Context: an optimization exercise on an open-source flow, tuned for small area, a short achievable clock period and few clock cycles per item. The choices shown serve that exercise and are no tape-out recipe. Function was checked by simulation only, so behaviour that the tests miss may differ from the original. Power figures rest on the tool's default switching activity, not on a simulated workload.

Setup of run A:
## linkcore_dp
module linkcore_dp (
    input  wire        clk,
    input  wire        rst,         
    input  wire        op_valid,
    output wire        op_ready,
    input  wire [7:0]  op_code,
    input  wire [31:0] op_a,
    input  wire [31:0] op_b,
    output reg         res_valid,
    output reg         res_err,
    output wire [31:0] res_data,
    output wire [31:0] key,
    output wire [31:0] csum,
    output wire [31:0] localkey,
    output wire [31:0] remotekey,
    output wire [31:0] err
);
For scale: ~200 flip-flops, about 270 I/O pins, ~18000 um^2 of cells after synthesis.
Settings: LEC_CHECK=0, CAP_MARGIN=20, CORE_MARGIN=2, CORE_UTILIZATION=60, SETUP_SLACK_MARGIN=5, SLEW_MARGIN=20, TNS_END_PERCENT=0; clock period 10.0 ns.
standard.sh (not shown) runs the stock make flow with config.mk's settings and CLKGATE_MAP_FILE= SYNTH_SCRIPT=/design/flow/synth_recipe.tcl, a recipe that flattens the netlist after the stock synthesis.
==> flow/flow/run.sh <==
#!/bin/bash
# The standard layout (standard.sh), with two changes to how it is made:
# the port buffers use the smallest plain buffer cell instead of the
# delay-buffer cell buffer_ports picks by default, and repair_timing aims
# at a larger setup margin than config.mk may ask for. The clock period and
# the constraints are the standard flow's, unchanged.
set -euo pipefail
MARGIN=8.5
sed "s/SETUP_SLACK_MARGIN=[0-9.]*/SETUP_SLACK_MARGIN=${MARGIN}/" standard.sh > standard_m.sh
export BUFFER_PORTS_ARGS="-buffer_cell sky130_fd_sc_hd__buf_1"
bash standard_m.sh > standard.log 2>&1
Testbench counts of run A, summed over its fixed seeds: cycles 2,669, ops 2,637.
### run A -> run B
- CORE_UTILIZATION changed from 60 to 40
- CTS_BUF_LIST newly set to sky130_fd_sc_hd__clkbuf_4 sky130_fd_sc_hd__clkbuf_8
diff --git a/flow/flow/run.sh b/flow/flow/run.sh
--- a/flow/flow/run.sh
+++ b/flow/flow/run.sh
@@ -6,5 +6,5 @@
 # the constraints are the standard flow's, unchanged.
 set -euo pipefail
-MARGIN=8.5
+MARGIN=7
 sed "s/SETUP_SLACK_MARGIN=[0-9.]*/SETUP_SLACK_MARGIN=${MARGIN}/" standard.sh > standard_m.sh
 export BUFFER_PORTS_ARGS="-buffer_cell sky130_fd_sc_hd__buf_1"
### Flow results
- Run A was routed with more vias than run B.
- Against run A, run B reports a post-detailed-routing wire length that is higher.
- Looking only at ratio of final minimum period to clock period, and setting everything else aside, the higher value of run A and run B goes to run A.
- Side by side, part of the total power dissipated in sequential elements turned out higher in run B than in run A.
- Compared to run A, run B has number of antenna violations at the first check in global routing 1 higher.
- Per the comparison of run B with run A, minimum hold slack stayed essentially flat, met3 routed wirelength fell by about 17%, combinational power rose by about 3.2%.
## Diff of input files: run C against run B
- CTS_BUF_LIST removed (was sky130_fd_sc_hd__clkbuf_4 sky130_fd_sc_hd__clkbuf_8)
- CORE_UTILIZATION changed from 40 to 50
- Taking run B as the reference, in run C post-route fraction of the period consumed by the critical path shows an increase of 0.91 points, share of layout cells above drive strength 1 shows a reduction of 0.18 points, final setup slack of the worst path shows a reduction of 0.091 ns, number of flops mapped to enable cells by yosys shows no meaningful change, worst hold slack across all endpoints shows an increase of 0.0037 ns.
- Changes observed in run C relative to run B: number of max-slew violations in the final report shows no meaningful change, total power saw an increase.
- First-iteration DRC count grows slightly when moving from run B to run C.
### run C -> run D
- a change of CORE_UTILIZATION from 50 to 60
[summary]
As far as clock skew is concerned, run C and run D perform about the same.
Summary of run D over run C: met2 wire length now sits lower, total die area fell 16%, worst hold slack -0.0059 ns.
Higher share of total power in the clock network was reported by run C, not run D.
Synthesis-to-layout area growth, run C and run D: higher on run C
Looking at cell at the slowest stage of the critical path, the sky130_fd_sc_hd__fa_1 result is from run D; the sky130_fd_sc_hd__o21ai_0 one comes from run C.
Compared with run C, run D instantiates a smaller number of cells.
The antenna cell count of run D is higher than that of run C.
Clock buffer count: run D vs run C down 1

## P
linkcore_dp again, from the RTL that the note above started with.
export LEC_CHECK = 0
export CAP_MARGIN = 20
export CORE_MARGIN = 2
export CORE_UTILIZATION = 40
export CTS_BUF_LIST = sky130_fd_sc_hd__clkbuf_8
export SETUP_SLACK_MARGIN = 5
export SLEW_MARGIN = 20
export TNS_END_PERCENT = 0
create_clock -name core_clock -period 10.0 [get_ports {clk}]
==> flow/flow/run.sh <==
#!/bin/bash
# The standard layout (standard.sh), with two changes to how it is made:
# the port buffers use the smallest plain buffer cell instead of the
# delay-buffer cell buffer_ports picks by default, and repair_timing aims
# at a larger setup margin than config.mk may ask for. The clock period and
# the constraints are the standard flow's, unchanged.
set -euo pipefail
MARGIN=7
sed "s/SETUP_SLACK_MARGIN=[0-9.]*/SETUP_SLACK_MARGIN=${MARGIN}/" standard.sh > standard_m.sh
export BUFFER_PORTS_ARGS="-buffer_cell sky130_fd_sc_hd__buf_1"
bash standard_m.sh > standard.log 2>&1
Every stage of the flow completed for P, and the final layout passed the timing, DRC and antenna checks.
Testbench counts of P, summed over its fixed seeds: cycles 2,669, ops 2,637.
For Q, these inputs were changed with respect to P:
# P
export LEC_CHECK = 0
export CAP_MARGIN = 20
export CORE_MARGIN = 2
export CORE_UTILIZATION = 40
export CTS_BUF_LIST = sky130_fd_sc_hd__clkbuf_8
export SETUP_SLACK_MARGIN = 5
export SLEW_MARGIN = 20
export TNS_END_PERCENT = 0
create_clock -name core_clock -period 10.0 [get_ports {clk}]
# Q
export LEC_CHECK = 0
export CAP_MARGIN = 20
export CORE_MARGIN = 2
export CORE_UTILIZATION = 55
export SETUP_SLACK_MARGIN = 5
export SLEW_MARGIN = 20
export TNS_END_PERCENT = 0
create_clock -name core_clock -period 10.0 [get_ports {clk}]
==> comparison <==
The critical path start-end classification comes out input port to flop in one run and flop to flop in the other, namely in P and Q respectively.
The lower portion of total power attributed to the clock network of P and Q is in P.
NOTE non-clock buffer total of the final layout P->Q increased by a few percent
Internal power for Q: 8.9% up relative to P
Looking at end point of the critical path, the lk_r[22] result is from P; the nk_r[29] one comes from Q.
Looking at slowest cell on the critical path, the sky130_fd_sc_hd__nand3_1 result is from P; the sky130_fd_sc_hd__fa_1 one comes from Q.
[compare] base=P new=Q: total vias in the final route up 1.4%; area of the die down 0.012 mm².
Inputs modified between Q and R:
# Q
export LEC_CHECK = 0
export CAP_MARGIN = 20
export CORE_MARGIN = 2
export CORE_UTILIZATION = 55
export SETUP_SLACK_MARGIN = 5
export SLEW_MARGIN = 20
export TNS_END_PERCENT = 0
create_clock -name core_clock -period 10.0 [get_ports {clk}]
# R
export LEC_CHECK = 0
export CAP_MARGIN = 20
export CORE_MARGIN = 2
export CORE_UTILIZATION = 60
export GPL_TIMING_DRIVEN = 0
export SETUP_SLACK_MARGIN = 5
export SLEW_MARGIN = 20
export TNS_END_PERCENT = 0
create_clock -name core_clock -period 10.0 [get_ports {clk}]
Findings:
Per the comparison of R with Q, share of the final layout cell area in multi-input gates fell by 2.1 points, level count of the clock H-tree stayed essentially flat.
R does worse than Q on register-to-register slack.
Diode insertion count for antenna repair: Q and R compared, higher one is Q
Compared to Q, R has area of the placeable core 8.8% lower.
Met1 demand-to-capacity share in global routing: R vs Q up 8.3 points
R: filler cell count in the final layout is 358 lower than what Q reported.
Diff Q -> R: power lower; number of signal-net buffers in the layout shows an increase of about 30%; number of vias per cell after detailed routing moved up.
Input changes introduced in S (baseline for comparison: R):
# R
export LEC_CHECK = 0
export CAP_MARGIN = 20
export CORE_MARGIN = 2
export CORE_UTILIZATION = 60
export GPL_TIMING_DRIVEN = 0
export SETUP_SLACK_MARGIN = 5
export SLEW_MARGIN = 20
export TNS_END_PERCENT = 0
create_clock -name core_clock -period 10.0 [get_ports {clk}]
# S
export LEC_CHECK = 0
export CAP_MARGIN = 20
export CORE_MARGIN = 2
export CORE_UTILIZATION = 40
export SETUP_SLACK_MARGIN = 5
export SLEW_MARGIN = 20
export TNS_END_PERCENT = 0
create_clock -name core_clock -period 10.0 [get_ports {clk}]
diff --git a/flow/flow/run.sh b/flow/flow/run.sh
--- a/flow/flow/run.sh
+++ b/flow/flow/run.sh
@@ -7,3 +7,3 @@
 set -euo pipefail
-MARGIN=7
+MARGIN=6
 sed "s/SETUP_SLACK_MARGIN=[0-9.]*/SETUP_SLACK_MARGIN=${MARGIN}/" standard.sh > standard_m.sh
[summary]
- Going from R to S, clock skew did not really move, non-clock buffer instance count of the final layout went down, clock network area share did not really move, worst hold slack went down, global routing met2 resource utilization went down.
- From R to S the numbers moved as follows: logic depth of the worst setup path including buffers up 4; total power up about 2.6%.
> inputs changed (S -> T)
# S
export LEC_CHECK = 0
export CAP_MARGIN = 20
export CORE_MARGIN = 2
export CORE_UTILIZATION = 40
export SETUP_SLACK_MARGIN = 5
export SLEW_MARGIN = 20
export TNS_END_PERCENT = 0
create_clock -name core_clock -period 10.0 [get_ports {clk}]
# T
export LEC_CHECK = 0
export CAP_MARGIN = 20
export CORE_MARGIN = 2
export CORE_UTILIZATION = 40
export SETUP_SLACK_MARGIN = 5
export SLEW_MARGIN = 20
create_clock -name core_clock -period 10.0 [get_ports {clk}]
==> comparison <==
- T has completed all stages; timing, DRC and antenna checks passed.
- Taking S as the reference point, the met2 layer wire length in the routed design of T rises by about 4%.
- Setup slack in T is larger than in S.
- Taking S as the reference, in T register-to-register slack +0.13 ns; power grew by 120 µW; number of inserted diodes has decreased.
- Relative area change from synthesis to final layout in T is 8.2 points higher than in S
- Compared with S, count of plain and timing-repair buffers in T increased by a little under 10%.
- Against S, T comes in 3.3 points higher on utilization.

== run 2 ==
Starting RTL as in the previous note.
clock: 10.0 ns
lec_check: 0
cap_margin: 0
core_margin: 2
core_utilization: 60
setup_slack_margin: 5
slew_margin: 0
tns_end_percent: 0
==> flow/flow/run.sh <==
#!/bin/bash
# The standard layout (standard.sh), with two changes to how it is made:
# the port buffers use the smallest plain buffer cell instead of the
# delay-buffer cell buffer_ports picks by default, and repair_timing aims
# at a larger setup margin than config.mk may ask for. The clock period and
# the constraints are the standard flow's, unchanged.
set -euo pipefail
MARGIN=7
sed "s/SETUP_SLACK_MARGIN=[0-9.]*/SETUP_SLACK_MARGIN=${MARGIN}/" standard.sh > standard_m.sh
export BUFFER_PORTS_ARGS="-buffer_cell sky130_fd_sc_hd__buf_1"
bash standard_m.sh > standard.log 2>&1
Testbench counts of run 2, summed over its fixed seeds: cycles 2,669, ops 2,637.
[inputs] run 4 vs run 2
diff --git a/flow/config.mk b/flow/config.mk
--- a/flow/config.mk
+++ b/flow/config.mk
@@ -6,8 +6,8 @@
 export NUM_CORES = 4
 export LEC_CHECK = 0
-export CAP_MARGIN = 0
+export CAP_MARGIN = 20
 export CORE_MARGIN = 2
 export CORE_UTILIZATION = 60
 export SETUP_SLACK_MARGIN = 5
-export SLEW_MARGIN = 0
-export TNS_END_PERCENT = 0
+export SLEW_MARGIN = 20
+export TNS_END_PERCENT = 40
Notes after the runs:
- Run 4: it failed with a tool error in global routing, so there are no final results.
- Half-perimeter wire length after placement went up by a few percent going from run 2 to run 4.
- Run 2 → run 4: number of gates given a new drive strength after cts has increased, total cell area at the placement stage now sits higher, number of placed instances, taps included shrank by 9, count of port buffers added during placement has remained practically unchanged.
- Comparing run 2 against run 4, there is no change at all in synthesized cell count.
- | xor-xnor portion of the synthesized cell area | run 2 vs run 4 | ≈ equal |
- Mean area per synthesized cell: run 2 vs run 4 identical
- From run 2 to run 4, async set or reset register ratio after synthesis did not move at all.
- Across both runs, final weighted congestion of routability-driven global placement was lower for run 4 than for run 2.

-- what the ideal ports hide --
No port has a modelled driver above. Below, the same layouts with a new extraction and two added sets of constraints. Step 1 sets driving cells, clkbuf_16 on the clock port and buf_2 on the other inputs (assumed; they add their load-dependent delay and slew). Step 2, shift: input delay + t, output delay - t, t = (earliest + latest rising clock arrival at the registers) / 2. This alone moves slack from input paths to output paths. a / b / c = ideal ports / drivers / drivers and shift; a / b = the first two.
run	t, ns	setup slack, ns	worst register clock-pin slew, ns	cell pins on the clock port's net
run A	0.490	5.697 / 5.697 / 5.297	0.09 / 0.09	1
run B	0.554	5.741 / 5.698 / 5.178	0.12 / 0.12	1
run C	0.501	5.650 / 5.598 / 5.243	0.09 / 0.09	1
run D	0.490	5.697 / 5.697 / 5.297	0.09 / 0.09	1
P	0.554	5.758 / 5.734 / 5.180	0.12 / 0.12	1
Q	0.495	5.769 / 5.762 / 5.305	0.08 / 0.08	1
R	0.502	5.626 / 5.575 / 5.139	0.09 / 0.09	1
S	0.512	5.535 / 5.488 / 5.051	0.09 / 0.09	1
T	0.511	5.735 / 5.735 / 5.478	0.08 / 0.08	1
run 2	0.490	5.697 / 5.697 / 5.297	0.09 / 0.09	1
After both steps every run listed still meets setup and hold. For P, which loses most, drivers alone change the setup slack by -0.024 ns; drivers and shift together by -0.578 ns.
